What follows belongs to an exercise in optimizing a design on an open flow for small area; a production flow would make more cautious choices. Only simulation tests tie the RTL to the original design; equivalence was not proved. Power figures rest on the tool's default switching activity, not on a simulated workload.

[design/flow/run.sh]
#!/bin/bash
# synth_recipe.tcl (not shown) runs the flow's synth.tcl, then flattens the netlist and writes it again
# the make line also repeats each setting of config.mk as NAME=value (left out here)
make -C /OpenROAD-flow-scripts/flow DESIGN_CONFIG=/design/flow/config.mk WORK_HOME=/design/flow/orfs CLKGATE_MAP_FILE= SYNTH_SCRIPT=/design/flow/synth_recipe.tcl finish
[design/flow/config.mk]
export PLATFORM = sky130hd
export DESIGN_NAME = pjon_rx
export DESIGN_NICKNAME = pjon_rx
export VERILOG_FILES = /design/flow/design.v
export SDC_FILE = /design/flow/constraint.sdc
export NUM_CORES = 4
export LEC_CHECK = 0
export CAP_MARGIN = 20
export CORE_MARGIN = 2
export CORE_UTILIZATION = 40
export SLEW_MARGIN = 20
[design/flow/constraint.sdc]
create_clock -name core_clock -period 12.0 [get_ports {clk}]
set_input_delay 2.4000 -clock core_clock [delete_from_list [all_inputs] [get_ports {clk}]]
set_output_delay 2.4000 -clock core_clock [all_outputs]
set_load 0.01 [all_outputs]
[design/flow/design.v]
module pjon_rx (
    input  wire        clk,
    input  wire        rst_n,           
    input  wire        cmd_valid,
    input  wire [31:0] cmd,
    input  wire [2:0]  ev_clr,
    input  wire        cfg_shared,
    input  wire        cfg_simplex,
    input  wire        cfg_router,
    input  wire [7:0]  device_id,
    input  wire [31:0] bus_id,
    input  wire [2:0]  irq_en,
    output reg  [2:0]  result_code,
    output reg         ev_deliver,
    output reg         ev_resp_valid,
    output reg         ev_overrun,
    output wire        rx_active,
    output wire        irq,
    output reg  [31:0] result,
    output reg  [7:0]  resp,
    output reg  [7:0]  meta_rx_id,
    output reg  [7:0]  meta_tx_id,
    output reg  [31:0] meta_rx_bus,
    output reg  [31:0] meta_tx_bus,
    output reg  [15:0] meta_header,
    output reg  [15:0] rx_length,
    output reg  [15:0] rx_count,
    output reg  [15:0] rx_payoff,
    output reg  [15:0] rx_paylen,
    output reg  [7:0]  crc8_acc,
    output reg  [31:0] crc32_acc
);
    localparam [15:0] MAX_LENGTH = 16'd1024;
    localparam [15:0] MIN_LENGTH = 16'd5;
    localparam [7:0]  BROADCAST  = 8'd255;
    localparam [7:0]  ACK_BYTE   = 8'h06;
    localparam [7:0]  NAK_BYTE   = 8'h15;
    localparam HB_MODE        = 0;
    localparam HB_SENDER_INFO = 1;
    localparam HB_ACK_REQUEST = 2;
    localparam HB_CRC_MODE    = 5;
    localparam HB_EXT_LENGTH  = 6;
    localparam HB_EXT_HEADER  = 7;
    localparam [2:0] R_NONE    = 3'd0;
    localparam [2:0] R_ACK     = 3'd1;
    localparam [2:0] R_NAK     = 3'd2;
    localparam [2:0] R_FAIL    = 3'd3;
    localparam [2:0] R_BUSY    = 3'd4;
    localparam [2:0] R_ILLEGAL = 3'd6;
    localparam [7:0] OP_NOP        = 8'h00;
    localparam [7:0] OP_CRC_INIT   = 8'h03;
    localparam [7:0] OP_CRC8_FEED  = 8'h04;
    localparam [7:0] OP_CRC32_FEED = 8'h05;
    localparam [7:0] OP_RX_BYTE    = 8'h10;
    localparam [7:0] OP_RX_FAIL    = 8'h11;
    localparam [7:0] OP_RX_RESET   = 8'h12;
    function [7:0] crc8_step;
        input [7:0] acc;
        input [7:0] b;
        integer k;
        reg [7:0] a;
        reg mix;
        begin
            a = acc;
            for (k = 0; k < 8; k = k + 1) begin
                mix = a[0] ^ b[k];
                a = a >> 1;
                if (mix) a = a ^ 8'h8C;
            end
            crc8_step = a;
        end
    endfunction
    function [31:0] crc32_step;
        input [31:0] acc;
        input [7:0]  b;
        integer k;
        reg [31:0] a;
        begin
            a = acc ^ {24'd0, b};
            for (k = 0; k < 8; k = k + 1)
                a = (a >> 1) ^ (a[0] ? 32'hEDB88320 : 32'h00000000);
            crc32_step = a;
        end
    endfunction
    reg [15:0] rx_hdr;        
    reg [7:0]  rx_byte0;      
    reg [7:0]  rx_lenhi;      
    reg [31:0] rx_busbuf;     
    reg [39:0] rx_sibuf;      
    reg [23:0] rx_tail;       
    reg [7:0]  rx_crc8;       
    reg [31:0] rx_crc32;      
    wire [7:0] opc  = cmd[7:0];
    wire [7:0] imm8 = cmd[15:8];
    wire       rsv_ok = (cmd[31:18] == 14'd0);
    wire is_nop   = cmd_valid && rsv_ok && opc == OP_NOP;
    wire is_init  = cmd_valid && rsv_ok && opc == OP_CRC_INIT;
    wire is_feed8 = cmd_valid && rsv_ok && opc == OP_CRC8_FEED;
    wire is_feed32= cmd_valid && rsv_ok && opc == OP_CRC32_FEED;
    wire is_byte  = cmd_valid && rsv_ok && opc == OP_RX_BYTE;
    wire is_fail  = cmd_valid && rsv_ok && opc == OP_RX_FAIL;
    wire is_reset = cmd_valid && rsv_ok && opc == OP_RX_RESET;
    wire is_illegal = cmd_valid && !(is_nop || is_init || is_feed8 || is_feed32 ||
                                     is_byte || is_fail || is_reset);
    wire [7:0]  b    = imm8;
    wire [15:0] i    = rx_count;
    wire        first = (i == 16'd0);
    wire [15:0] hdr_cur = (i == 16'd1) ? {8'd0, b} :
                          (i == 16'd0) ? 16'd0 : rx_hdr;
    wire [15:0] hdr_new = (i == 16'd2 && rx_hdr[HB_EXT_HEADER]) ? {b, rx_hdr[7:0]} : hdr_cur;
    wire [15:0] hdr_len   = hdr_cur[HB_EXT_HEADER] ? 16'd2 : 16'd1;
    wire [15:0] len_len   = hdr_cur[HB_EXT_LENGTH] ? 16'd2 : 16'd1;
    wire [15:0] crc_len   = hdr_cur[HB_CRC_MODE]   ? 16'd4 : 16'd1;
    wire [15:0] bus_len   = hdr_cur[HB_MODE]       ? 16'd4 : 16'd0;
    wire [15:0] si_len    = hdr_cur[HB_SENDER_INFO] ? (hdr_cur[HB_MODE] ? 16'd5 : 16'd1) : 16'd0;
    wire [15:0] pos_len   = 16'd1 + hdr_len;
    wire [15:0] pos_rxbus = pos_len + len_len;
    wire [15:0] pos_si    = pos_rxbus + bus_len;
    wire [15:0] pos_pay   = pos_si + si_len;
    wire [15:0] overhead  = pos_pay + crc_len;
    wire [15:0] len_end   = pos_len + len_len - 16'd1;
    wire [15:0] len_known = first ? 16'd0 : rx_length;
    wire bad_id  = first && !cfg_router && b != device_id && b != BROADCAST;
    wire bad_hdr = (i == 16'd1) && !cfg_router && (b[HB_MODE] != cfg_shared);
    wire        at_len  = (i >= 16'd2) && (i == len_end);
    wire [15:0] len_val = hdr_cur[HB_EXT_LENGTH] ? {rx_lenhi, b} : {8'd0, b};
    wire        bad_len = at_len && (len_val < MIN_LENGTH || len_val > MAX_LENGTH ||
                                     len_val < overhead);
    wire        in_bus  = hdr_cur[HB_MODE] && (i >= pos_rxbus) && (i < pos_rxbus + 16'd4);
    wire [15:0] bus_k   = i - pos_rxbus;
    reg  [7:0]  bus_exp;
    always @(*) begin
        case (bus_k[1:0])
            2'd0: bus_exp = bus_id[31:24];
            2'd1: bus_exp = bus_id[23:16];
            2'd2: bus_exp = bus_id[15:8];
            default: bus_exp = bus_id[7:0];
        endcase
    end
    wire bad_bus = !cfg_router && in_bus && (b != bus_exp);
    wire abort = bad_id || bad_hdr || bad_len || bad_bus;
    wire [15:0] len_new  = (at_len && !bad_len) ? len_val : len_known;
    wire        complete = !abort && (len_new != 16'd0) && (i + 16'd1 == len_new);
    wire crc_take = (len_known == 16'd0) || (i < len_known - crc_len);
    wire [7:0]  crc8_next  = crc8_step(first ? 8'h00 : rx_crc8, b);
    wire [31:0] crc32_next = crc32_step(first ? 32'hFFFFFFFF : rx_crc32, b);
    wire [7:0]  byte0_cur = first ? b : rx_byte0;
    wire        ok = hdr_cur[HB_CRC_MODE] ? ((rx_crc32 ^ 32'hFFFFFFFF) == {rx_tail, b})
                                          : (rx_crc8 == b);
    wire        warranted = hdr_cur[HB_ACK_REQUEST] && (byte0_cur != BROADCAST) &&
                            !cfg_simplex && !cfg_router &&
                            (!hdr_cur[HB_MODE] || rx_busbuf == bus_id);
    wire        in_si = (i >= pos_si) && (i < pos_si + 16'd5) && (i >= 16'd2);
    wire [15:0] si_k  = i - pos_si;
    always @(posedge clk) begin
        if (!rst_n) begin
            result_code   <= R_NONE;
            ev_deliver    <= 1'b0;
            ev_resp_valid <= 1'b0;
            ev_overrun    <= 1'b0;
            result        <= 32'd0;
            resp          <= 8'd0;
            meta_rx_id    <= 8'd0;
            meta_tx_id    <= 8'd0;
            meta_rx_bus   <= 32'd0;
            meta_tx_bus   <= 32'd0;
            meta_header   <= 16'd0;
            rx_length     <= 16'd0;
            rx_count      <= 16'd0;
            rx_payoff     <= 16'd0;
            rx_paylen     <= 16'd0;
            crc8_acc      <= 8'd0;
            crc32_acc     <= 32'hFFFFFFFF;
            rx_hdr        <= 16'd0;
            rx_byte0      <= 8'd0;
            rx_lenhi      <= 8'd0;
            rx_busbuf     <= 32'd0;
            rx_sibuf      <= 40'd0;
            rx_tail       <= 24'd0;
            rx_crc8       <= 8'd0;
            rx_crc32      <= 32'hFFFFFFFF;
        end else begin
            if (ev_clr[0]) ev_deliver    <= 1'b0;
            if (ev_clr[1]) ev_resp_valid <= 1'b0;
            if (ev_clr[2]) ev_overrun    <= 1'b0;
            if (is_illegal) begin
                result_code <= R_ILLEGAL;
            end
            if (is_nop) begin
                result_code <= R_NONE;
            end
            if (is_init) begin
                crc8_acc    <= 8'h00;
                crc32_acc   <= 32'hFFFFFFFF;
                result_code <= R_ACK;
            end
            if (is_feed8) begin
                crc8_acc    <= crc8_step(crc8_acc, imm8);
                result      <= {24'd0, crc8_step(crc8_acc, imm8)};
                result_code <= R_ACK;
            end
            if (is_feed32) begin
                crc32_acc   <= crc32_step(crc32_acc, imm8);
                result      <= crc32_step(crc32_acc, imm8) ^ 32'hFFFFFFFF;
                result_code <= R_ACK;
            end
            if (is_fail) begin
                rx_count    <= 16'd0;
                result_code <= R_FAIL;
            end
            if (is_reset) begin
                rx_count    <= 16'd0;
                result_code <= R_NONE;
            end
            if (is_byte) begin
                rx_hdr    <= hdr_new;
                rx_length <= len_new;
                rx_tail   <= {rx_tail[15:0], b};
                if (first) rx_byte0 <= b;
                if (i == pos_len && hdr_cur[HB_EXT_LENGTH] && i >= 16'd2) rx_lenhi <= b;
                if (in_bus) begin
                    case (bus_k[1:0])
                        2'd0: rx_busbuf[31:24] <= b;
                        2'd1: rx_busbuf[23:16] <= b;
                        2'd2: rx_busbuf[15:8]  <= b;
                        default: rx_busbuf[7:0] <= b;
                    endcase
                end
                if (in_si) begin
                    case (si_k[2:0])
                        3'd0: rx_sibuf[39:32] <= b;
                        3'd1: rx_sibuf[31:24] <= b;
                        3'd2: rx_sibuf[23:16] <= b;
                        3'd3: rx_sibuf[15:8]  <= b;
                        default: rx_sibuf[7:0] <= b;
                    endcase
                end
                if (crc_take) begin
                    rx_crc8  <= crc8_next;
                    rx_crc32 <= crc32_next;
                end
                if (abort) begin
                    rx_count    <= 16'd0;
                    result_code <= bad_len ? R_FAIL : R_BUSY;
                end else if (complete) begin
                    rx_count <= 16'd0;
                    result   <= {16'd0, len_new};
                    if (warranted) begin
                        if (ev_resp_valid && !ev_clr[1]) ev_overrun <= 1'b1;
                        resp          <= ok ? ACK_BYTE : NAK_BYTE;
                        ev_resp_valid <= 1'b1;
                    end
                    if (!ok) begin
                        result_code <= R_NAK;
                    end else begin
                        meta_rx_id  <= byte0_cur;
                        meta_header <= hdr_new;
                        meta_rx_bus <= hdr_cur[HB_MODE] ? rx_busbuf : 32'd0;
                        if (hdr_cur[HB_SENDER_INFO] && hdr_cur[HB_MODE]) begin
                            meta_tx_bus <= rx_sibuf[39:8];
                            meta_tx_id  <= rx_sibuf[7:0];
                        end else if (hdr_cur[HB_SENDER_INFO]) begin
                            meta_tx_bus <= 32'd0;
                            meta_tx_id  <= rx_sibuf[39:32];
                        end else begin
                            meta_tx_bus <= 32'd0;
                            meta_tx_id  <= 8'd0;
                        end
                        rx_payoff   <= pos_pay;
                        rx_paylen   <= len_new - overhead;
                        if (ev_deliver && !ev_clr[0]) ev_overrun <= 1'b1;
                        ev_deliver  <= 1'b1;
                        result_code <= R_ACK;
                    end
                end else begin
                    rx_count    <= i + 16'd1;
                    result_code <= R_NONE;
                end
            end
        end
    end
    assign rx_active = (rx_count != 16'd0);
    assign irq = (ev_deliver & irq_en[0]) | (ev_resp_valid & irq_en[1]) |
                 (ev_overrun & irq_en[2]);
endmodule
==> results.txt <==
Clock Sinks -> 398
clock latency (worst-skew pair) -> 0.61 ns
I/O pins -> 332
post-route ant nets -> 0
die area -> 55900 um^2
number of synthesized register bits -> 398
initial antenna violation count -> 1
Post-synth EDFFs -> 0
Critical Path Slowest Stage Cell -> ha_1
switching part of the total -> 0.246
Critical R2R Capture -> rx_paylen[15]
postcts setup bufs -> 0
Crit Path Class -> in -> reg
Hold Path Depth -> 2
crit end category -> flop
drt via density -> 5.53
Final min period -> 9.18 ns
I/O Buffers -> 314
Post-synth ARST share -> 0
# rows -> 85
Vias -> 19900
ys flop type -> dfxtp_1
commonest cells in the netlist -> dfxtp_1, nand2_1, nor2_1
WP data arrival -> 9.68 ns
synthesized instance count -> 2659
actual slew at the worst max-slew pin -> 1.13 ns
crit-path most repeated cell -> ha_1
Core ar. -> 53600 um^2
R2R Setup Slk -> 3.23 ns
NumNets Final -> 3007
CTS max path bufs -> 3
Fin Hold WS -> 0.451 ns
Hold WC Path Type -> reg -> reg
Reg2Reg Launch Point -> rx_count[12]
Pwr per Cell Area -> 115 nW/um^2
share of layout cells above drive strength 1 -> 0.0599
Detailed Route WL -> 76100 um
yosys warns -> 1
Cell Count, Final, Fillers Out -> 3600
clock share of power -> 0.490
GRT Util Overall -> 0.265
Slew HR -> 0.240
Leakage -> 0.00968 uW
Initial Util -> 0.403
RSZ-0062 raised after global routing -> false
CTS tree -> done
Reg power frac -> 0.431
final worst path period share -> 0.765
Yosys cell types -> 79
final hold violations -> 0
count leader, synth -> dfxtp_1
first-pass GRT wire length -> 116000 um
wire per inst -> 21.1 um
RePlAce Congestion -> 0.916
setup_tns -> 0 ns
initial DRC count -> 1602
Total Power -> 3070 uW
Filler Cells Inserted -> 5239
FMAX -> 109 MHz
dpl cells -> 3515
H-tree levels -> 2
CTS root buf -> clkbuf_16
Crit path depth -> 31
pin count of the biggest net entering global routing -> 135
vias in the first global route -> 19400
Hold Buf Count CTS -> 0
WP data required -> 12.50 ns
total gr overflow -> 0
Max Slew Vio Count -> 0
hpwl dp -> 53300 um
Switching Power -> 755 uW
Max stage delay on crit path -> 0.39 ns
Worst Path Max Fanout -> 13
ranking of synthesized cells by area -> dfxtp_1, xnor2_1, nand2_1
post-cts resize count -> 0
Synth area leader -> dfxtp_1
R2R cell count -> 32
Yosys top cell area share -> 0.369
Worst setup SP type -> input port
status -> timing/DRC/antenna clean
clk_skew -> 0.0287 ns
sequential-to-total area share from yosys stat -> 0.369
synthesized area per cell -> 8.12 um^2
hold_sp -> meta_rx_id[2]
DRC viols -> 0
Synth Cell Area -> 21600 um^2
area grow syn2layout -> 23.9%
Max-cap violations -> 0
hold endpoint -> meta_rx_id[2]
setup violators final -> 0
CP Buf/Inv Count -> 5
crit-path leading delay family -> adder cells
Clock transition at path regs -> 0.06 ns
Antenna Cells -> 0
cts bufs inserted -> 45
Die Ht -> 236 um
post-layout util -> 0.499
drt pass-1 iters -> 6
internal power -> 2310 uW
die span in x -> 236 um
power share of the combinational group -> 0.079
Max VDD drop -> 98.9 uV
-- layout by cell type (no fill, tap or decap), types with 22 or more instances in the layout --
cell type,instances
nand3_1,117
nand4_1,33
nor3_1,32
nor4_1,31
o21ai_0,71
nand2_1,381
xor2_1,115
xnor2_1,220
mux2i_1,113
clkdlybuf4s50_1,305
clkbuf_16,45
inv_1,28
a211oi_1,33
a21o_1,22
o31ai_1,27
dfxtp_1,398
o21a_1,24
and2_1,22
a21oi_1,219
ha_1,54
nor2_1,289
buf_4,43
-- how the worst max path moves through the flow --
stage | startpoint | endpoint | slack, ns
finish | cmd[14] | rx_paylen[15] | 2.82
global route | cmd[14] | rx_paylen[15] | 2.31
CTS | cmd[14] | meta_header[1] | 2.85
detailed placement | cmd[14] | meta_header[1] | 2.21
global placement | cmd[14] | meta_header[1] | 2.32
floorplan | cmd[9] | rx_paylen[15] | 2.65
-- power groups by stage --
stage	combinational [uW]	sequential [uW]	clock (uW)
after CTS	243	1320	1530
after detailed placement	242	1350	0
after global placement	240	1350	0
final	243	1320	1500
after floorplan	163	1350	0
after global routing	261	1320	1580
-- worst register-to-register path: cells and delay by family, from the launching register on --
kind,cells,cell delay [ns]
AND/OR/NAND/NOR,11,2.74
AO/OA/AOI/OAI,10,2.36
adder cells (fa/ha/maj),6,2.10
buffers and inverters,3,0.64
flip-flops,1,0.43
XOR/XNOR,2,0.40
-- sequential cells by signal (all words and copies together) (netlist names), 24 cells and up --
register	flops
rx_crc32	32
meta_tx_bus	32
result	32
rx_busbuf	32
rx_tail	24
crc32_acc	32
rx_sibuf	40
meta_rx_bus	32
-- through the flow --
| step | setup slack (ns) | instance area [um^2] |
|---|---|---|
| after floorplan | 2.65 | 21600 |
| after global placement | 2.32 | 25100 |
| after detailed placement | 2.21 | 25100 |
| after CTS | 2.85 | 26700 |
| after global routing | 2.31 | 26700 |
| final | 2.82 | 26700 |
-- cell families (layout without fill, tap and decap cells) --
| kind of cell | count (synthesis) | count (layout) | synth area share |
|---|---|---|---|
| simple gates | 1008 | 1008 | 0.212 |
| xor+xnor | 335 | 335 | 0.136 |
| buf+inv | 243 | 474 | 0.0473 |
| mux | 124 | 124 | 0.0623 |
| compound gates | 494 | 494 | 0.140 |
| fa+ha+maj | 56 | 56 | 0.0331 |
| flops | 398 | 398 | 0.369 |
| other cells | 1 | 15 | 0.000174 |
-- cell type report --
cell class	instances	area, um^2	area share
clock inverter	18	279	0.0104
timing repair buffer	357	3430	0.128
clock buffer	66	1350	0.0503
sequential	398	7970	0.298
inverter	33	131	0.00491
multi-input combinational	2032	12700	0.476
tap	696	871	0.0326
-- metal layers --
layer	GRT usage	up-vias	share of wire
met4	0.0886	0	0.032
met5	0	-	0
met1	0.336	9516	0.42
met2	0.443	734	0.47
met3	0.0594	142	0.075
li1	-	9516	-

[port drivers added, routing unchanged]
The flow's constraints put no driver on any port. The routed layout listed below was extracted and timed again, unchanged, in two steps. Step 1: set_driving_cell puts a clkbuf_16 on clk and a buf_2 on each other input, an assumption about the parent block. Step 2 also shifts input and output timing later by t, the mid clock arrival at the registers, as if the neighbouring blocks saw the same clock. Slacks: ideal ports / drivers / drivers and shift; pairs: ideal ports / drivers.
shift t [ns]: 0.650
setup slack, ns: 2.816 / 2.855 / 2.205
hold WS [ns]: 0.451 / 0.451 / 0.451
latest minus earliest clock arrival (ns): 0.028 / 0.028
worst slew at a driven data input, ns: 0.10
After both steps this run still meets setup and hold. For this run, drivers alone change the setup slack by +0.039 ns; drivers and shift together by -0.611 ns.
